From an optimization exercise on the open Yosys and OpenROAD flow, aimed at small area; shortcuts taken in it are not production practice. Function was checked by simulation only, so behaviour that the tests miss may differ from the original. The flow treats the clock pin as an ideal source, which a real chip does not have. Power figures rest on the tool's default switching activity, not on a simulated workload.

**flow/design.v**
```verilog
module ung_rx_parser (
    input  wire        clk,
    input  wire        rst,           
    input  wire        rx_valid,
    input  wire [7:0]  rx_byte,
    output reg         evt_valid,
    output wire [7:0]  evt_addr,
    output wire [31:0] evt_w0,
    output wire [31:0] evt_volume,
    output wire [31:0] evt_amount,
    output wire [31:0] evt_price
);
    function [15:0] crc_step;
        input [15:0] c;
        input [7:0]  b;
        reg [7:0] x;
        begin
            x = c[15:8] ^ b;
            x = x ^ {4'd0, x[7:4]};
            crc_step = {c[7:0], 8'd0} ^ {x[3:0], 12'd0} ^ {3'd0, x, 5'd0} ^ {8'd0, x};
        end
    endfunction
    function [24:0] rca25;
        input [24:0] a;
        input [24:0] b;
        input        cin;
        integer i;
        reg c;
        begin
            c = cin;
            for (i = 0; i < 25; i = i + 1) begin
                rca25[i] = a[i] ^ b[i] ^ c;
                c = (a[i] & b[i]) | (c & (a[i] ^ b[i]));
            end
        end
    endfunction
    reg [5:0]  cnt;               
    reg [7:0]  win0, win1, win2;  
    reg [15:0] crc;               
    reg [7:0]  addr;
    reg        k_st, k_va, k_pr;  
    reg        first;             
    reg [26:0] acc;
    reg [26:0] hold;
    wire is_end = (rx_byte == 8'hFA);
    wire push   = rx_valid && !is_end;
    wire step   = push && (cnt >= 6'd3);    
    wire overflow = push && (cnt == 6'd63);
    wire at0  = (cnt == 6'd3);
    wire at2  = (cnt == 6'd5);
    wire at3  = (cnt == 6'd6);
    wire at4  = (cnt == 6'd7);
    wire at5  = (cnt == 6'd8);
    wire at8  = (cnt == 6'd11);
    wire at9  = (cnt == 6'd12);
    wire [3:0] nh = win0[7:4];
    wire [3:0] nl = win0[3:0];
    wire       bcd_ok = (nh <= 4'd9) && (nl <= 4'd9);
    wire va_win = k_va && (cnt >= 6'd8) && (cnt <= 6'd15);    
    wire pr_win = k_pr && (cnt >= 6'd9);                      
    wire [19:0] acc_m = first ? 20'd0 : acc[19:0];
    wire h30 = nh[3] & nh[0];
    wire [24:0] rw1 = {1'b0, acc_m, nh[2] | nh[3], nh[1] | nh[3], nh[0] | nh[3],
                       nh[1] | h30};
    wire [24:0] rw2 = {2'b0, acc_m, nh[3], nh[2] | nh[3], h30};
    wire [24:0] rw3 = {5'b0, acc_m};
    wire [24:0] csa_s = rw1 ^ rw2 ^ rw3;
    wire [24:0] csa_c = {(rw1[23:0] & rw2[23:0]) | (rw1[23:0] & rw3[23:0]) |
                         (rw2[23:0] & rw3[23:0]), nl[3] | nl[2]};
    wire [24:0] acc_hi = rca25(csa_s, csa_c, nl[3] | (nh[0] & nl[1]));
    wire [26:0] acc_next = {acc_hi, nl[1] ^ nh[0], nl[0]};
    wire        big = (acc >= 27'd1000000);
    wire va_next = k_va && (win0 == 8'h04);    
    wire crc_match = (crc == {win1, win0});
    wire decode_ok = crc_match &&
                     ((k_st && cnt >= 6'd9) ||
                      (k_va && cnt >= 6'd16) ||
                      (k_pr && cnt >= 6'd10));
    always @(posedge clk) begin
        if (rst) begin
            cnt       <= 6'd0;
            evt_valid <= 1'b0;
        end else begin
            evt_valid <= rx_valid && is_end && decode_ok;
            if (rx_valid) begin
                if (is_end)
                    cnt <= 6'd0;
                else if (cnt != 6'd63)
                    cnt <= cnt + 6'd1;
            end
        end
    end
    always @(posedge clk) begin
        if (push) begin
            win0 <= win1;
            win1 <= win2;
            win2 <= rx_byte;
        end
        if (step) begin
            crc <= crc_step(at0 ? 16'hFFFF : crc, win0);
            first <= (at4 && va_next) || (at8 && k_va) || (at5 && !k_va);
            if (at0) addr <= win0;
            if (at2) begin
                k_st <= (win0 == 8'h81);
                k_pr <= (win0 == 8'h83);
                k_va <= 1'b0;
            end
            if (at3) begin
                k_st <= k_st && (win0 >= 8'd2);
                k_va <= k_st && (win0 >= 8'd8);
            end
            if (at4) begin
                k_st <= k_st && (win0 == 8'h00);
                k_va <= va_next;
            end
            if (at5)
                hold[7:0] <= win0;
            if (at9 && k_va)
                hold <= acc;
            if (va_win || pr_win) begin
                acc <= acc_next;
                if (!bcd_ok || (pr_win && !first && big)) begin
                    k_va <= 1'b0;
                    k_pr <= 1'b0;
                end
            end
            if (overflow) begin
                k_st <= 1'b0;
                k_va <= 1'b0;
                k_pr <= 1'b0;
            end
        end
    end
    assign evt_addr   = addr;
    assign evt_w0     = {11'd0, k_pr & hold[4], {4{k_pr}} & hold[3:0],
                         {8{k_st}} & hold[7:0], 2'b00,
                         k_pr, k_pr, k_pr, k_va, k_va, k_st};
    assign evt_volume = {5'd0, {27{k_va}} & hold};
    assign evt_amount = {5'd0, {27{k_va}} & acc};
    assign evt_price  = {5'd0, {27{k_pr}} & acc};
endmodule
```
**flow/flow/run.sh**
```bash
#!/bin/bash
# The standard layout (standard.sh: standard synthesis, floorplan, place,
# CTS, route, finish) with these changes:
#  - the constant outputs share one tie cell (SKIP_REPAIR_TIE_FANOUT=1)
#    instead of one tie cell each;
#  - the port buffers that global placement inserts use the smallest buffer
#    cell (buf_1) instead of the default one;
#  - clock tree synthesis uses clkbuf_8 buffers, no dummy loads, and H-tree
#    leaves of up to CTS_LEAF_SINKS registers (flow/cts.py runs ORFS's cts.tcl
#    after setting that limit, which clock_tree_synthesis has no option for).
# Every ORFS step writes its full log under orfs/logs/ (the CTS step's log is
# orfs/logs/.../4_1_cts.log); make's own output goes to make_*.log here.
set -euo pipefail
here=$(pwd)
args=(
  "SKIP_REPAIR_TIE_FANOUT=1"
  "BUFFER_PORTS_ARGS=-buffer_cell sky130_fd_sc_hd__buf_1"
  "CTS_ARGS=-sink_clustering_enable -repair_clock_nets -dont_use_dummy_load -buf_list sky130_fd_sc_hd__clkbuf_8"
)
export CTS_LEAF_SINKS=20
bash standard.sh "${args[@]}" place > make_place.log 2>&1
bash standard.sh "${args[@]}" "RUN_SCRIPT=$here/flow/cts.py" RUN_LOG_NAME_STEM=4_1_cts run > make_cts.log 2>&1
test -f orfs/results/sky130hd/ung_rx_parser/base/4_1_cts.odb
bash standard.sh "${args[@]}" finish > make_finish.log 2>&1
```
**flow/flow/cts.py**
```python
import os
from openroad import Design, Tech

tech = Tech()
design = Design(tech)
design.getTritonCts().getParms().setNumMaxLeafSinks(int(os.environ["CTS_LEAF_SINKS"]))
design.evalTclString("source $::env(SCRIPTS_DIR)/cts.tcl")
```
**flow/standard.sh**
```bash
#!/bin/bash
# synth_recipe.tcl (not shown) runs the flow's synth.tcl, then flattens the netlist and writes it again
# the make line also repeats each setting of config.mk as NAME=value (left out here)
make -C /OpenROAD-flow-scripts/flow DESIGN_CONFIG=/design/flow/config.mk WORK_HOME=/design/flow/orfs CLKGATE_MAP_FILE= SYNTH_SCRIPT=/design/flow/synth_recipe.tcl "${@:-finish}"
```
**flow/config.mk**
```make
export PLATFORM = sky130hd
export DESIGN_NAME = ung_rx_parser
export DESIGN_NICKNAME = ung_rx_parser
export VERILOG_FILES = /design/flow/design.v
export SDC_FILE = /design/flow/constraint.sdc
export NUM_CORES = 4
export LEC_CHECK = 0
export ABC_AREA = 1
export CAP_MARGIN = 20
export CORE_MARGIN = 2
export CORE_UTILIZATION = 25
export PLACE_DENSITY = 0.85
export SLEW_MARGIN = 20
```
**flow/constraint.sdc**
```tcl
create_clock -name core_clock -period 10.0 [get_ports {clk}]
set_input_delay 2.0000 -clock core_clock [delete_from_list [all_inputs] [get_ports {clk}]]
set_output_delay 2.0000 -clock core_clock [all_outputs]
set_load 0.01 [all_outputs]
```
==> results.toml, run 1 <==
[power]
p_leak_nw = 3.90
irDropWorstVdd_v = 0.0000586
power.density_nw_per_um2 = 105
total_power_mw = 0.849

[drt]
drt_wl_total_mm = 17.4
drtPass1Iterations = 5
final_antenna_net_count = 0
vias_per_cell = 4.33
first_iter_violations = 592
route.detailed.wl_per_inst_um = 13.7
drcViolationCount = 0
vias = 5491

[synthesis]
synth_nets = 852
ys_seq_elements = 113
yosys.area.top_type = "edfxtp_1"
synth_area_um2 = 7140
synthFlopType = "edfxtp_1"
ys_seq_area_share_pct = 46.5
synth_top_cell_area_share_pct = 44.6
ys_top_cells_by_count = "nand2_1, inv_1, edfxtp_1"
synth_most_common_cell = "nand2_1"
yosysWarnings = 1
netlist-cell-type-count = 41
ys_top_cells_by_area = "edfxtp_1, nand2_1, fa_1, inv_1, buf_4"
async_flop_share_pct = 0
synth_edf_count = 106
synth_cells = 791
synth_area_per_cell_um2 = 9.03

[sta]
slew_violations = 0
worst_pin_slew_ns = 0.845
worst_slack_ns = 0.307
period_share_pct = 96.9
rsz0062_at_grt = "no"
final-setup-viol-count = 0
min_period_ns = 9.69
max_freq_mhz = 103
maxSlewHeadroom_pct = 43.7
finClkSkew_ns = 0.0227
report.final.hold_viol_count = 0

[run]
drv_cap = 0

[global_route]
grt_use_total_pct = 11.3
grt_pass1_vias = 5214
grt_pass1_wl_mm = 26.9
grt_max_degree = 50
overflow = 0
antenna_found_initial = 0

[clocking]
cts_tree = "done"
clock-sinks = 113
clock_latency_ns = 0.38
cts_hold_buf = 0
clkTransAtPathRegs_ns = 0.10
cts_inserted_buffers = 9

[critical_path]
cp_data_required_time_ns = 10.11
critPathBufInv = 4
crit_type = "reg -> reg"
crit_path_start_kind = "flop"
cp_slowest_stage_delay_ns = 0.54
endpoint_kind = "flop"
arrival_ns = 9.81
cp_max_fo = 2
cpLargestDelayFamily = "adder cells"
cp_slowest_cell = "fa_1"
cp_common_cell = "fa_1"

[place]
dpl_worst_slack_ns = -0.127
dp_hpwl_mm = 13.8
place_congestion = 0.894
portBuffers = 119

[die]
initial_core_util_pct = 25.6
die_area_um2 = 29900
pin_count = 148
core_area_um2 = 27900
num_rows = 61
die_y_um = 173
die_w_um = 173

[layout]
fin_nets = 954
diodes = 0
drive_above_1_share_pct = 8.98
syn2layout_area_growth_pct = 13.1

[run_status]
status = "finished clean"

[min_path]
min_path_type = "reg -> reg"
==> path summary, 6_finish.rpt <==
kind / startpoint / endpoint / slack (ns) / depth (start not counted)
worst max-delay path: first / acc[26] / 0.31 / 30
worst min register to register: win2[0] / win1[0] / 0.43 / 0
worst max register to register: first / acc[26] / 0.31 / 30
worst min-delay path: win2[0] / win1[0] / 0.43 / 0
==> layout by cell type, fill, tap and decap left out, types with 2 or more instances in the layout <==
cell	Yosys	layout
clkbuf_8	0	9
nand2_4	2	2
buf_1	3	119
xor2_1	9	8
nand4_1	8	8
a221oi_1	2	2
nor3_2	1	2
inv_2	4	4
nand2_2	7	8
nor2_4	2	2
nand3_1	19	19
nor2_1	59	56
xor2_2	5	6
a211oi_1	2	2
nand2_1	210	209
o21ai_0	14	14
or2_2	2	2
o211ai_1	2	2
a21oi_1	14	13
ha_1	11	11
dfxtp_1	7	7
o22ai_1	7	7
fa_1	39	27
xnor2_1	4	4
edfxtp_1	106	106
fa_2	0	12
inv_1	181	181
buf_4	35	24
nor2_2	2	5
nor3_1	10	9
==> where the power goes <==
group,total (mW),internal (mW),switching (mW)
clock network,0.223,0.0815,0.142
logic,0.0891,0.0303,0.0588
registers,0.536,0.529,0.00763
==> flip-flops by register name (all words and copies together) (netlist names) <==
register and cells:
k_st 1, first 1, k_va 1, evt_valid 1, win2 8, addr 8
win0 8, hold 27, cnt 6, win1 8, crc 16, acc 27
k_pr 1
==> through the flow <==
step / utilization [%] / cells / instance area [um^2] / TNS (ns) / hold WS [ns]
global route: 28.9 / 1269 / 8080 / 0 / 0.438
global placement: 28.3 / 1259 / 7900 / 0 / 0.406
finish: 28.9 / 1269 / 8080 / 0 / 0.431
detailed placement: 28.3 / 1259 / 7910 / -0.127 / 0.405
floorplan: - / 791 / 7150 / 0 / 0.400
==> cell families (layout without fill, tap and decap cells) <==
| family | Yosys count | in the layout | synth area share, % |
|---|---|---|---|
| compound gates | 45 | 45 | 3.63 |
| fa+ha+maj | 51 | 51 | 13.0 |
| flops | 113 | 113 | 46.5 |
| other cells | 1 | 1 | 0.0525 |
| buf+inv | 237 | 337 | 14.5 |
| xor+xnor | 19 | 19 | 3.12 |
| simple gates | 325 | 325 | 19.1 |
==> metal layers <==
| metal | global-route usage (%) | up-vias | routed length, um |
|---|---|---|---|
| met1 | 13.3 | 2590 | 6720 |
| met2 | 19.9 | 279 | 8880 |
| met4 | 5.08 | 0 | 690 |
| met5 | 0 | - | 0 |
| li1 | - | 2569 | - |
| met3 | 1.96 | 53 | 1140 |
==> area by class of cell <==
cell class | instances | area, um^2
inverter | 185 | 694
tap | 378 | 473
sequential | 113 | 3320
timing repair buffer | 143 | 627
fill | 2863 | 19900
clock buffer | 9 | 124
multi-input combinational | 441 | 2840
==> timing repair <==
item	in CTS	in global routing
buffers inserted	1	0
pin swaps	1	1
setup endpoints to repair	1	2
hold endpoints to repair	0	0
gates resized for setup	8	6
==> inputs of run 2 (changes only) <==
--- a/flow/config.mk
+++ b/flow/config.mk
@@ -5,8 +5,9 @@
 export SDC_FILE = /design/flow/constraint.sdc
 export NUM_CORES = 4
 export LEC_CHECK = 0
-export ABC_AREA = 1
 export CAP_MARGIN = 20
+export CELL_PAD_IN_SITES_DETAIL_PLACEMENT = 0
+export CELL_PAD_IN_SITES_GLOBAL_PLACEMENT = 0
 export CORE_MARGIN = 2
 export CORE_UTILIZATION = 25
 export PLACE_DENSITY = 0.85
==> results.toml, run 2 <==
[critical_path]
r2r_setup_slack_ns = 0.26
arrival_ns = 9.87
crit_type = "reg -> reg"
cp_common_cell = "fa_1"
cp_data_required_time_ns = 10.13
crit_path_start_kind = "flop"
cp_slowest_stage_delay_ns = 0.52
critPathBufInv = 3
crit_start = "first"
worstReg2RegStart = "first"
ff2ff_path_depth = 29
crit_end = "acc[26]"
cp.depth = 29
cp_max_fo = 3
cpLargestDelayFamily = "adder cells"
endpoint_kind = "flop"
r2r_end = "acc[26]"
cp_slowest_cell = "fa_1"

[drt]
first_iter_violations = 396
drcViolationCount = 0
drt_wl_total_mm = 15.4
final_antenna_net_count = 0
vias = 4390
vias_per_cell = 4.49
drtPass1Iterations = 5
route.detailed.wl_per_inst_um = 15.7

[synthesis]
yosys.area.top_type = "edfxtp_1"
synth_area_per_cell_um2 = 12.3
ys_seq_elements = 113
synth_top_cell_area_share_pct = 46.5
synth_nets = 616
ys_top_cells_by_area = "edfxtp_1, fa_1, and2_1, xnor2_1, buf_4"
ys_top_cells_by_count = "edfxtp_1, and2_1, fa_1"
synthFlopType = "edfxtp_1"
synth_edf_count = 106
synth_area_um2 = 6850
ys_seq_area_share_pct = 48.5
synth_cells = 555
yosysWarnings = 1
netlist-cell-type-count = 59
async_flop_share_pct = 0
synth_most_common_cell = "edfxtp_1"

[power]
pwr-share-seq_pct = 65.1
p_leak_nw = 2.53
pwr-share-comb_pct = 8.4
irDropWorstVdd_v = 0.0000567
intPower_mw = 0.638
switchingPower_mw = 0.186
swShare_pct = 22.6
clkPwrFrac_pct = 26.5
total_power_mw = 0.824
power.density_nw_per_um2 = 108

[sta]
max_freq_mhz = 103
worst_slack_ns = 0.260
final-setup-viol-count = 0
maxSlewHeadroom_pct = 30.1
min_period_ns = 9.74
report.final.hold_viol_count = 0
worst_pin_slew_ns = 1.05
slew_violations = 0
period_share_pct = 97.4
finClkSkew_ns = 0.0430

[layout]
drive_above_1_share_pct = 9.58
final_cell_mix = "buf_1, edfxtp_1, and2_1"
diodes = 0
syn2layout_area_growth_pct = 11.4
seq_area_um2 = 3320
final_common_cell = "buf_1"
reg.largest.list = "acc: 27 flops, hold: 27 flops, crc: 16 flops"
multi_input_area_um2 = 3110
n_fill_cell = 2714
fin_nets = 700

[global_route]
grt_max_degree = 49
grt_use_total_pct = 10.6
grt_pass1_wl_mm = 23.7
grt_pass1_vias = 4262
antenna_found_initial = 1
overflow = 0

[clocking]
cts_inserted_buffers = 9
clock_latency_ns = 0.38
cts_tree = "done"
cts_hold_buf = 0
clkTransAtPathRegs_ns = 0.10
clock-sinks = 113

[min_path]
min_from = "win2[5]"
hold_path_depth = 0
min_path_type = "reg -> reg"

[run]
drv_cap = 0

[place]
place_congestion = 0.863
dpl_worst_slack_ns = -0.184
portBuffers = 119
dp_hpwl_mm = 11.7

[die]
die_y_um = 169
pin_count = 148
core_area_um2 = 27000
die_w_um = 169
die_area_um2 = 28700
initial_core_util_pct = 25.4
num_rows = 60

[run_status]
status = "finished clean"
==> run 2: changes by cell type after synthesis, sizes merged, moves of 17 or more <==
| cell | change |
|---|---|
| inv | -169 |
| xnor2 | +27 |
| nor2 | -48 |
| nor2b | +17 |
| nand2 | -205 |
| and2 | +96 |
==> run 2: how the worst min path moves through the flow <==
stage	endpoint	slack, ns
finish	win1[5]	0.43
global route	win1[5]	0.46
CTS	win1[5]	0.43
detailed placement	win1[4]	0.40
global placement	win1[0]	0.41
floorplan	win1[0]	0.40
==> run 2: cell families after synthesis <==
group,Yosys count,share of synthesized area (%)
XOR/XNOR,55,7.04
other,1,0.0548
adder cells (fa/ha/maj),50,13.4
flip-flops,113,48.5
multiplexers,9,1.46
AO/OA/AOI/OAI,56,5.28
buffers and inverters,81,6.76
AND/OR/NAND/NOR,190,17.4
==> run 2: final cells by class <==
class / instances / area share (%)
clock buffer: 9 / 1.62
multi-input combinational: 361 / 40.8
timing repair buffer: 137 / 7.63
tap: 341 / 5.59
sequential: 113 / 43.6
inverter: 17 / 0.836
==> run 2: per-layer routing <==
metal	track usage [%]	wire length [um]	vias up	share of wire, %
met5	0	10	-	0.065
met4	4.57	490	2	3.2
met3	2.03	806	35	5.2
met2	17.7	7710	165	50
met1	13.4	6350	2160	41
li1	-	-	2028	-
==> run 2: power by group through the flow <==
stage	registers [mW]	logic [mW]	clock network (mW)
after floorplan	0.543	0.0616	0
after global placement	0.546	0.0660	0
after detailed placement	0.547	0.0687	0
after CTS	0.536	0.0693	0.221
after global routing	0.537	0.0776	0.238
final	0.537	0.0691	0.218
==> run 2: worst reg2reg max path: cells and delay by family, from the launching register on <==
family        cells  cell delay (ns)
fa+ha+maj        24             8.39
simple gates      2             0.47
flops             1             0.46
buf+inv           3             0.18
==> run 2: per-stage QoR <==
step	setup TNS (ns)	area, um^2	utilization (%)	hold WS [ns]	cells
final	0	7630	28.3	0.433	978
after global routing	-0.0135	7630	28.3	0.455	978
after detailed placement	-0.184	7450	27.6	0.405	967
after global placement	0	7450	27.6	0.406	967
after floorplan	0	6880	-	0.400	555
==> run 2: what timing repair did <==
item                       in CTS  in global routing
setup endpoints to repair       1                  2
resized for setup               6                  7
buffers inserted                2                  0
==> inputs of run 3 (changes only) <==
--- a/flow/config.mk
+++ b/flow/config.mk
@@ -6,9 +6,7 @@
 export NUM_CORES = 4
 export LEC_CHECK = 0
 export CAP_MARGIN = 20
-export CELL_PAD_IN_SITES_DETAIL_PLACEMENT = 0
-export CELL_PAD_IN_SITES_GLOBAL_PLACEMENT = 0
 export CORE_MARGIN = 2
 export CORE_UTILIZATION = 25
-export PLACE_DENSITY = 0.85
+export PLACE_DENSITY = 0.9
 export SLEW_MARGIN = 20
==> results.toml, run 3 <==
[synthesis]
yosys.area.top_type = "edfxtp_1"
ys_top_cells_by_area = "edfxtp_1, fa_1, and2_1, xnor2_1, buf_4"
synthFlopType = "edfxtp_1"
synth_top_cell_area_share_pct = 46.5
synth_area_per_cell_um2 = 12.3
ys_seq_area_share_pct = 48.5
synth_area_um2 = 6850
ys_top_cells_by_count = "edfxtp_1, and2_1, fa_1"
ys_seq_elements = 113
yosysWarnings = 1
synth_nets = 616
synth_cells = 555
synth_most_common_cell = "edfxtp_1"
async_flop_share_pct = 0
synth_edf_count = 106
netlist-cell-type-count = 59

[critical_path]
cp_max_fo = 3
cpLargestDelayFamily = "adder cells"
cp_slowest_cell = "fa_1"
arrival_ns = 9.87
critPathBufInv = 3
crit_type = "reg -> reg"
cp_common_cell = "fa_1"
crit_path_start_kind = "flop"
cp_data_required_time_ns = 10.13
cp_slowest_stage_delay_ns = 0.51
endpoint_kind = "flop"

[sta]
finClkSkew_ns = 0.0339
fin_hold_ws_ns = 0.421
tns_ns = 0
report.final.hold_viol_count = 0
min_period_ns = 9.73
max_freq_mhz = 103
slew_violations = 0
worst_pin_slew_ns = 0.901
period_share_pct = 97.3
final-setup-viol-count = 0
maxSlewHeadroom_pct = 39.6

[place]
place_congestion = 0.844
dp_hpwl_mm = 11.7
portBuffers = 119
place_area_um2 = 7460
dp_cells = 968

[layout]
n_fill_cell = 2634
reg.largest.list = "acc: 27 flops, hold: 27 flops, crc: 16 flops"
final_common_cell = "buf_1"
drive_above_1_share_pct = 9.84
syn2layout_area_growth_pct = 12.0
fin_nets = 703
design_area_um2 = 7670
finalNonFillerCells = 982
final_cell_mix = "buf_1, edfxtp_1, and2_1"

[run]
drv_cap = 0

[run_status]
status = "finished clean"

[global_route]
grt_pass1_wl_mm = 23.6
antenna_found_initial = 5
grt_max_degree = 62
grt_use_total_pct = 10.6
overflow = 0
grt_pass1_vias = 4311

[power]
power.density_nw_per_um2 = 107
irDropWorstVdd_v = 0.0000624
p_leak_nw = 2.55

[die]
pin_count = 148
core_area_um2 = 27000
initial_core_util_pct = 25.4
die_y_um = 169
die_area_um2 = 28700
num_rows = 60
die_w_um = 169

[clocking]
clock_latency_ns = 0.38
clock-sinks = 113
cts_inserted_buffers = 9
cts_hold_buf = 0
clkTransAtPathRegs_ns = 0.09
cts_tree = "done"

[drt]
drtPass1Iterations = 5
route.detailed.wl_per_inst_um = 15.8
first_iter_violations = 346
final_antenna_net_count = 0
vias = 4457
vias_per_cell = 4.54
drt_wl_total_mm = 15.5
drcViolationCount = 0

[min_path]
min_path_type = "reg -> reg"
[run 3: cell counts after synthesis]
No cell type changed its count.
[run 3: area by class of cell]
cell class	count	area, um^2	share of cell area (%)
diodes	1	2.50	0.0326
well taps	341	427	5.57
clock buffers	9	124	1.62
repair buffers	140	624	8.14
multi-input cells	361	3100	40.5
flip-flops and latches	113	3320	43.3
inverters	17	63.8	0.832
[run 3: cells by family after synthesis]
group | after synthesis | share of synthesized area [%]
flip-flops | 113 | 48.5
multiplexers | 9 | 1.46
adder cells (fa/ha/maj) | 50 | 13.4
buffers and inverters | 81 | 6.76
AND/OR/NAND/NOR | 190 | 17.4
XOR/XNOR | 55 | 7.04
AO/OA/AOI/OAI | 56 | 5.28
other | 1 | 0.0548
[run 3: per-stage QoR]
step	total power [mW]	setup slack [ns]	utilization [%]
final	0.822	0.266	28.4
after global routing	0.849	-0.0113	28.4
after detailed placement	0.616	-0.212	27.7
after global placement	0.612	0.0890	27.7
after floorplan	0.605	0.0358	-
[run 3: repair_timing]
item / 4_1_cts / 5_1_grt
pin swaps: 0 / 0
buffers inserted: 2 / 1
endpoints found under the setup margin: 1 / 2
endpoints found under the hold margin: 0 / 0
gates resized for setup: 4 / 7
[run 3: path summary, 6_finish.rpt]
kind | from | endpoint | slack (ns) | cells after the start
worst max-delay path | first | acc[26] | 0.27 | 29
worst min-delay path | win2[4] | win1[4] | 0.42 | 0
worst max register to register | first | acc[26] | 0.27 | 29
worst min register to register | win2[4] | win1[4] | 0.42 | 0
[run 3: report_power, final]
part / internal, mW / switching [mW] / total [mW]
clock network: 0.0812 / 0.134 / 0.215
logic: 0.0285 / 0.0421 / 0.0706
registers: 0.528 / 0.00783 / 0.536
total: 0.638 / 0.184 / 0.822
[run 3: per-layer routing]
layer,wire [um],track usage [%],up-vias
met5,45,0,-
met4,429,4.35,8
met3,1090,2.68,33
met2,7650,17.4,185
met1,6310,13.3,2195
li1,-,-,2036
==> inputs of run 4 (changes only) <==
--- a/flow/config.mk
+++ b/flow/config.mk
@@ -8,5 +8,5 @@
 export CAP_MARGIN = 20
 export CORE_MARGIN = 2
 export CORE_UTILIZATION = 25
-export PLACE_DENSITY = 0.9
+export PLACE_DENSITY = 0.8
 export SLEW_MARGIN = 20
==> results.toml, run 4 <==
[run_status]
status = "finished clean"

[place]
place_congestion = 0.838
portBuffers = 119
place_area_um2 = 7460
dp_hpwl_mm = 11.9

[clocking]
cts_tree = "done"
clkTransAtPathRegs_ns = 0.11
clock_latency_ns = 0.38
cts_hold_buf = 0
cts_inserted_buffers = 9
clock-sinks = 113

[synthesis]
yosys.area.top_type = "edfxtp_1"
ys_top_cells_by_count = "edfxtp_1, and2_1, fa_1"
synthFlopType = "edfxtp_1"
synth_most_common_cell = "edfxtp_1"
ys_seq_area_share_pct = 48.5
synth_area_um2 = 6850
synth_cells = 555
synth_edf_count = 106
synth_nets = 616
async_flop_share_pct = 0
netlist-cell-type-count = 59
ys_seq_elements = 113
yosysWarnings = 1
synth_area_per_cell_um2 = 12.3
synth_top_cell_area_share_pct = 46.5
ys_top_cells_by_area = "edfxtp_1, fa_1, and2_1, xnor2_1, buf_4"

[sta]
maxSlewHeadroom_pct = 40.0
worst_pin_slew_ns = 0.895
slew_violations = 0
report.final.hold_viol_count = 0
tns_ns = 0
period_share_pct = 97.0
rsz0062_at_grt = "no"
finClkSkew_ns = 0.0207
fin_hold_ws_ns = 0.435
min_period_ns = 9.70
max_freq_mhz = 103
final-setup-viol-count = 0

[drt]
drt_wl_total_mm = 16.0
vias = 4479
drtPass1Iterations = 5
drcViolationCount = 0
route.detailed.wl_per_inst_um = 16.3
first_iter_violations = 389
final_antenna_net_count = 0
vias_per_cell = 4.56

[die]
die_area_um2 = 28700
core_area_um2 = 27000
pin_count = 148
initial_core_util_pct = 25.4
num_rows = 60
die_w_um = 169
die_y_um = 169

[layout]
final_cell_mix = "buf_1, edfxtp_1, and2_1"
final_common_cell = "buf_1"
syn2layout_area_growth_pct = 12.2
n_fill_cell = 2694
design_area_um2 = 7680
reg.largest.list = "acc: 27 flops, hold: 27 flops, crc: 16 flops"
drive_above_1_share_pct = 10.6
fin_nets = 705
diodes = 0

[critical_path]
cp_max_fo = 5
endpoint_kind = "flop"
crit_path_start_kind = "flop"
cp_slowest_stage_delay_ns = 0.57
cp_data_required_time_ns = 10.12
cp_common_cell = "fa_1"
arrival_ns = 9.83
cp_slowest_cell = "fa_1"
crit_type = "reg -> reg"

[power]
irDropWorstVdd_v = 0.0000614
power.density_nw_per_um2 = 108
p_leak_nw = 2.55
total_power_mw = 0.829

[run]
drv_cap = 0

[global_route]
grt_use_total_pct = 11.1
overflow = 0
grt_max_degree = 62
grt_pass1_wl_mm = 24.6
grt_pass1_vias = 4328
antenna_found_initial = 2

[min_path]
min_path_type = "reg -> reg"
-- run 4: kinds of logic (layout without fill, tap and decap cells) --
logic type	Yosys count	count (layout)	share of synthesized area (%)
compound gates	56	56	5.28
xor+xnor	55	55	7.04
fa+ha+maj	50	50	13.4
buf+inv	81	168	6.76
flops	113	113	48.5
mux	9	9	1.46
other cells	1	1	0.0548
simple gates	190	190	17.4
-- run 4: layout make-up --
class	instances	area, um^2	area share (%)
clock buffer	9	124	1.61
inverter	17	63.8	0.831
multi-input combinational	361	3110	40.6
sequential	113	3320	43.3
tap	341	427	5.56
timing repair buffer	142	627	8.16
-- run 4: worst paths after layout --
check          start      end  slack (ns)  cells after the start
max          win0[7]  acc[26]        0.30                     29
min reg2reg  win2[1]  win1[1]        0.43                      0
max reg2reg  win0[7]  acc[26]        0.30                     29
min          win2[1]  win1[1]        0.43                      0
-- run 4: metal layers --
metal	share of wire, %	vias up	GRT usage [%]
met5	0.11	-	0
met4	2.8	4	4.31
met3	7.2	32	2.54
met2	50	186	18.5
met1	40	2215	14.1
li1	-	2042	-
-- run 4: critical path, delay by kind of cell (launching register included) --
kind | cells | cell delay (ns)
adder cells (fa/ha/maj) | 24 | 8.42
flip-flops | 1 | 0.47
buffers and inverters | 3 | 0.17
AND/OR/NAND/NOR | 2 | 0.36
-- run 4: report_power, final --
group	leakage, nW	internal, mW	switching (mW)
clock network	0.0647	0.0813	0.141
logic	1.46	0.0290	0.0423
registers	1.03	0.528	0.00810
total	2.55	0.638	0.191
-- run 4: what timing repair did --
item | 4_1_cts | 5_1_grt
setup buffers | 2 | 2
setup endpoints to repair | 1 | 3
gates resized for setup | 3 | 11
pin swaps | 0 | 0
-- run 4: per-stage QoR --
| step | utilization [%] | cells | setup slack, ns |
|---|---|---|---|
| after global routing | 28.5 | 983 | 0.0168 |
| after global placement | 27.7 | 969 | 0.0681 |
| after floorplan | - | 555 | 0.0358 |
| final | 28.5 | 983 | 0.297 |
| after detailed placement | 27.7 | 969 | -0.117 |
==> inputs of run 5 (changes only) <==
--- a/flow/config.mk
+++ b/flow/config.mk
@@ -8,5 +8,5 @@
 export CAP_MARGIN = 20
 export CORE_MARGIN = 2
 export CORE_UTILIZATION = 25
-export PLACE_DENSITY = 0.8
+export PLACE_DENSITY = 0.85
 export SLEW_MARGIN = 20
==> results.toml, run 5 <==
[run_status]
status = "finished clean"

[synthesis]
synthFlopType = "edfxtp_1"
synth_cells = 555
synth_nets = 616
synth_area_um2 = 6850
synth_xor_area_share_pct = 7.04
netlist-cell-type-count = 59
synth_compound_area_share_pct = 5.28
synth_edf_count = 106
synth.area.mux_share_pct = 1.46
ys_top_cells_by_count = "edfxtp_1, and2_1, fa_1"
ys_seq_area_share_pct = 48.5
synth_top_cell_area_share_pct = 46.5
synth_most_common_cell = "edfxtp_1"
async_flop_share_pct = 0
yosysWarnings = 1
synth_top_family_by_area = "simple AND/OR/NAND/NOR gates"
synthAdderAreaFrac_pct = 13.4
synthSimpleGateAreaFrac_pct = 17.4
yosys.area.top_type = "edfxtp_1"
ys_top_cells_by_area = "edfxtp_1, fa_1, and2_1, xnor2_1, buf_4"
synth_area_per_cell_um2 = 12.3
ys_seq_elements = 113

[layout]
syn2layout_area_growth_pct = 11.4
final_cell_mix = "buf_1, edfxtp_1, and2_1"
reg.largest.list = "acc: 27 flops, hold: 27 flops, crc: 16 flops"
drive_above_1_share_pct = 9.58
diodes = 0
fin_nets = 700
final_common_cell = "buf_1"
finalNonFillerCells = 978

[drt]
final_antenna_net_count = 0
drcViolationCount = 0
route.detailed.wl_per_inst_um = 15.7
vias = 4390
drt_wl_total_mm = 15.4
vias_per_cell = 4.49
first_iter_violations = 396
drtPass1Iterations = 5

[power]
pwr-share-comb_pct = 8.4
irDropWorstVdd_v = 0.0000567
p_leak_nw = 2.53
total_power_mw = 0.824
clkPwrFrac_pct = 26.5
switchingPower_mw = 0.186
pwr-share-seq_pct = 65.1
intPower_mw = 0.638
swShare_pct = 22.6
power.density_nw_per_um2 = 108

[critical_path]
critPathBufInv = 3
crit_type = "reg -> reg"
cp_slowest_stage_delay_ns = 0.52
arrival_ns = 9.87
cp_slowest_cell = "fa_1"
cp_max_fo = 3
cp_data_required_time_ns = 10.13
cp_common_cell = "fa_1"
endpoint_kind = "flop"
crit_path_start_kind = "flop"
cpLargestDelayFamily = "adder cells"

[die]
pin_count = 148
die_w_um = 169
num_rows = 60
die_area_um2 = 28700
die_y_um = 169
core_area_um2 = 27000
initial_core_util_pct = 25.4

[global_route]
globalRouteMet2Util_pct = 17.7
grt_use_total_pct = 10.6
met3_usage_pct = 2.03
use_met1_pct = 13.4
grt_max_degree = 49
grt_pass1_wl_mm = 23.7
grt_pass1_vias = 4262
antenna_found_initial = 1
grt.busiest_layer = "met2"
overflow = 0

[sta]
max_freq_mhz = 103
min_period_ns = 9.74
report.final.hold_viol_count = 0
period_share_pct = 97.4
fin_hold_ws_ns = 0.433
maxSlewHeadroom_pct = 30.1
slew_violations = 0
tns_ns = 0
final-setup-viol-count = 0
finClkSkew_ns = 0.0430
worst_pin_slew_ns = 1.05

[clocking]
cts_hold_buf = 0
cts_inserted_buffers = 9
clkTransAtPathRegs_ns = 0.10
clock-sinks = 113
cts_tree = "done"
clock_latency_ns = 0.38

[place]
place_congestion = 0.863
dp_cells = 967
portBuffers = 119
dp_hpwl_mm = 11.7

[min_path]
min_path_type = "reg -> reg"

[run]
drv_cap = 0
## run 5: changes by cell type in the layout (fill, tap and decap cells not counted), sizes merged
cell / change
buf: -5
## run 5: final timing paths
check	from	endpoint	slack, ns	cells after the start
min	win2[5]	win1[5]	0.43	0
max	first	acc[26]	0.26	29
min reg2reg	win2[5]	win1[5]	0.43	0
max reg2reg	first	acc[26]	0.26	29
## run 5: final cells by class
type,count,area [um^2]
Tap cell,341,427
Sequential cell,113,3320
Timing Repair Buffer,137,582
Inverter,17,63.8
Multi-Input combinational cell,361,3110
Clock buffer,9,124
Fill cell,2714,19300
## run 5: power by group through the flow
stage / Clock [mW] / Sequential, mW / Combinational (mW)
finish: 0.218 / 0.537 / 0.0691
detailed placement: 0 / 0.547 / 0.0687
CTS: 0.221 / 0.536 / 0.0693
floorplan: 0 / 0.543 / 0.0616
global placement: 0 / 0.546 / 0.0660
global route: 0.238 / 0.537 / 0.0776
## run 5: worst reg2reg max path, delay by kind of cell (launching register included)
family                   cells  cell delay [ns]
adder cells (fa/ha/maj)     24             8.39
buffers and inverters        3             0.18
flip-flops                   1             0.46
AND/OR/NAND/NOR              2             0.47
## run 5: stage by stage
| step | area, um^2 | setup WS (ns) | util, % |
|---|---|---|---|
| after floorplan | 6880 | 0.0358 | - |
| after global routing | 7630 | -0.0135 | 28.3 |
| final | 7630 | 0.260 | 28.3 |
| after global placement | 7450 | 0.114 | 27.6 |
| after detailed placement | 7450 | -0.184 | 27.6 |
## run 5: kinds of logic (layout without fill, tap and decap cells)
kind of cell	Yosys count	after routing
DFF	113	113
muxes	9	9
other	1	1
buffers and inverters	81	163
xor gates and xnor gates	55	55
adders and majority gates	50	50
AOI/OAI and AO/OA	56	56
and+or+nand+nor	190	190
## run 5: layer usage
metal,up-vias,part of all wire [%]
met3,35,5.2
met1,2160,41
li1,2028,-
met4,2,3.2
met5,-,0.065
met2,165,50
## run 5: what timing repair did
item | in CTS | in global routing
gates resized for setup | 6 | 7
hold endpoints to repair | 0 | 0
buffers inserted | 2 | 0
endpoints found under the setup margin | 1 | 2
==> inputs of run 6 (changes only) <==
--- a/flow/config.mk
+++ b/flow/config.mk
@@ -8,5 +8,5 @@
 export CAP_MARGIN = 20
 export CORE_MARGIN = 2
 export CORE_UTILIZATION = 25
-export PLACE_DENSITY = 0.85
+export PLACE_DENSITY = 0.95
 export SLEW_MARGIN = 20
==> results.toml, run 6 <==
[synthesis]
async_flop_share_pct = 0
ys_top_cells_by_count = "edfxtp_1, and2_1, fa_1"
ys_top_cells_by_area = "edfxtp_1, fa_1, and2_1, xnor2_1, buf_4"
netlist-cell-type-count = 59
synthFlopType = "edfxtp_1"
synth_edf_count = 106
synth_area_um2 = 6850
synth_most_common_cell = "edfxtp_1"
synth_top_cell_area_share_pct = 46.5
ys_seq_elements = 113
synth_cells = 555
synth_area_per_cell_um2 = 12.3
yosys.area.top_type = "edfxtp_1"
synth_nets = 616
yosysWarnings = 1
ys_seq_area_share_pct = 48.5

[power]
clkPwrFrac_pct = 26.4
pwr-share-comb_pct = 8.6
power.density_nw_per_um2 = 108
switchingPower_mw = 0.187
swShare_pct = 22.6
intPower_mw = 0.638
pwr-share-seq_pct = 65.0
p_leak_nw = 2.54
irDropWorstVdd_v = 0.0000535

[place]
dp_cells = 970
portBuffers = 119
dp_hpwl_mm = 12.1
place_congestion = 0.876

[critical_path]
ff2ff_path_depth = 29
cp_slowest_cell = "fa_1"
r2r_end = "acc[26]"
cp_slowest_stage_delay_ns = 0.52
cp_max_fo = 4
endpoint_kind = "flop"
r2r_setup_slack_ns = 0.18
cp_common_cell = "fa_1"
crit_type = "reg -> reg"
crit_path_start_kind = "flop"
cp_data_required_time_ns = 10.15
crit_start = "first"
arrival_ns = 9.96
worstReg2RegStart = "first"
crit_end = "acc[26]"

[drt]
drtPass1Iterations = 5
drcViolationCount = 0
route.detailed.wl_per_inst_um = 16.2
first_iter_violations = 369
drt_wl_total_mm = 15.9
final_antenna_net_count = 0
vias = 4572
vias_per_cell = 4.65

[min_path]
min_path_type = "reg -> reg"

[die]
pin_count = 148
die_area_um2 = 28700
initial_core_util_pct = 25.4
num_rows = 60
core_area_um2 = 27000
die_w_um = 169
die_y_um = 169

[global_route]
overflow = 0
grt_max_degree = 48
grt_pass1_wl_mm = 23.9
grt_use_total_pct = 10.8
antenna_found_initial = 5
grt_pass1_vias = 4403

[layout]
final_cell_mix = "buf_1, edfxtp_1, and2_1"
fin_nets = 703
multi_input_area_um2 = 3100
seq_area_um2 = 3320
n_fill_cell = 2625
finalNonFillerCells = 983
syn2layout_area_growth_pct = 11.8
final_common_cell = "buf_1"
reg.largest.list = "acc: 27 flops, hold: 27 flops, crc: 16 flops"
post-route-util_pct = 28.4
drive_above_1_share_pct = 9.84

[run]
drv_cap = 0

[sta]
period_share_pct = 98.2
min_period_ns = 9.82
slew_violations = 0
max_freq_mhz = 102
report.final.hold_viol_count = 0
finClkSkew_ns = 0.0333
maxSlewHeadroom_pct = 43.3
worst_pin_slew_ns = 0.846
tns_ns = 0
final-setup-viol-count = 0

[clocking]
clkTransAtPathRegs_ns = 0.10
clock-sinks = 113
clock_latency_ns = 0.39
cts_tree = "done"
cts_inserted_buffers = 9

[run_status]
status = "finished clean"
## run 6: changes by cell type in the layout (fill, tap and decap cells not counted), sizes merged
cell   change
buf        +3
diode      +2
## run 6: cell type report
type / instances / area share, %
sequential: 113 / 43.4
multi-input combinational: 361 / 40.5
timing repair buffer: 140 / 7.99
tap: 341 / 5.57
clock buffer: 9 / 1.62
inverter: 17 / 0.833
antenna: 2 / 0.0654
## run 6: cell families (layout without fill, tap and decap cells)
kind of cell,Yosys count,count (layout),share of synthesized area [%]
AO/OA/AOI/OAI,56,56,5.28
AND/OR/NAND/NOR,190,190,17.4
flip-flops,113,113,48.5
buffers and inverters,81,166,6.76
multiplexers,9,9,1.46
XOR/XNOR,55,55,7.04
adder cells (fa/ha/maj),50,50,13.4
other,1,3,0.0548
## run 6: repair_timing
item                                   CTS  global route
hold buffers                             0             0
resized for setup                        5             6
endpoints found under the hold margin    0             0
setup endpoints to repair                2             2
setup buffers                            0             1
## run 6: critical path, delay by kind of cell, from the launching register on
family                   cells  cell delay, ns
buffers and inverters        3            0.16
flip-flops                   1            0.45
adder cells (fa/ha/maj)     24            8.54
AND/OR/NAND/NOR              2            0.46
## run 6: how the worst min path moves through the flow
stage                       start  endpoint  depth (start not counted)
after floorplan           win2[0]   win1[0]                          0
after global placement    win2[4]   win1[4]                          0
after detailed placement  win2[5]   win1[5]                          0
after CTS                 win2[6]   win1[6]                          0
after global routing      win2[0]   win1[0]                          0
final                     win2[6]   win1[6]                          0
## run 6: metal layers
metal / vias to the layer above / track usage, % / share of wire (%)
li1: 2030 / - / -
met3: 58 / 3.24 / 8.2
met2: 244 / 17.6 / 49
met4: 8 / 5.65 / 4.0
met1: 2232 / 12.9 / 39
met5: - / 0 / 0.28
## run 6: stage by stage
| step | hold WS [ns] | worst slack (ns) | total power, mW | area, um^2 |
|---|---|---|---|---|
| after floorplan | 0.400 | 0.0358 | 0.605 | 6880 |
| after global placement | 0.404 | 0.0868 | 0.611 | 7470 |
| after detailed placement | 0.405 | -0.208 | 0.616 | 7470 |
| after global routing | 0.444 | -0.0406 | 0.850 | 7650 |
| final | 0.424 | 0.183 | 0.824 | 7660 |
## run 6: power groups by stage
stage	Combinational [mW]	Sequential (mW)	Clock, mW
after floorplan	0.0616	0.543	0
after global placement	0.0652	0.546	0
after global routing	0.0776	0.537	0.236
after detailed placement	0.0688	0.547	0
final	0.0706	0.536	0.218
after CTS	0.0691	0.536	0.219

## re-timing with driven ports
No port has a modelled driver above. Below, the same layouts with a new extraction and two added sets of constraints. Step 1, drivers: a clkbuf_16 drives clk and a buf_2 each remaining input, both assumed. Step 2, shift: input delay + t, output delay - t, t = (earliest + latest rising clock arrival at the registers) / 2. This alone moves slack from input paths to output paths. Three values: ideal, step 1, step 2; two values: the first two.
| run | shift t [ns] | slack for setup (ns) | clock arrival spread, ns |
|---|---|---|---|
| run 1 | 0.405 | 0.307 / 0.307 / 0.307 | 0.023 / 0.023 |
| run 2 | 0.395 | 0.260 / 0.260 / 0.260 | 0.044 / 0.044 |
| run 3 | 0.402 | 0.266 / 0.266 / 0.266 | 0.034 / 0.034 |
| run 4 | 0.420 | 0.297 / 0.297 / 0.297 | 0.028 / 0.028 |
| run 5 | 0.395 | 0.260 / 0.260 / 0.260 | 0.044 / 0.044 |
| run 6 | 0.409 | 0.183 / 0.183 / 0.183 | 0.034 / 0.034 |
After both steps setup and hold are still met in every run listed.
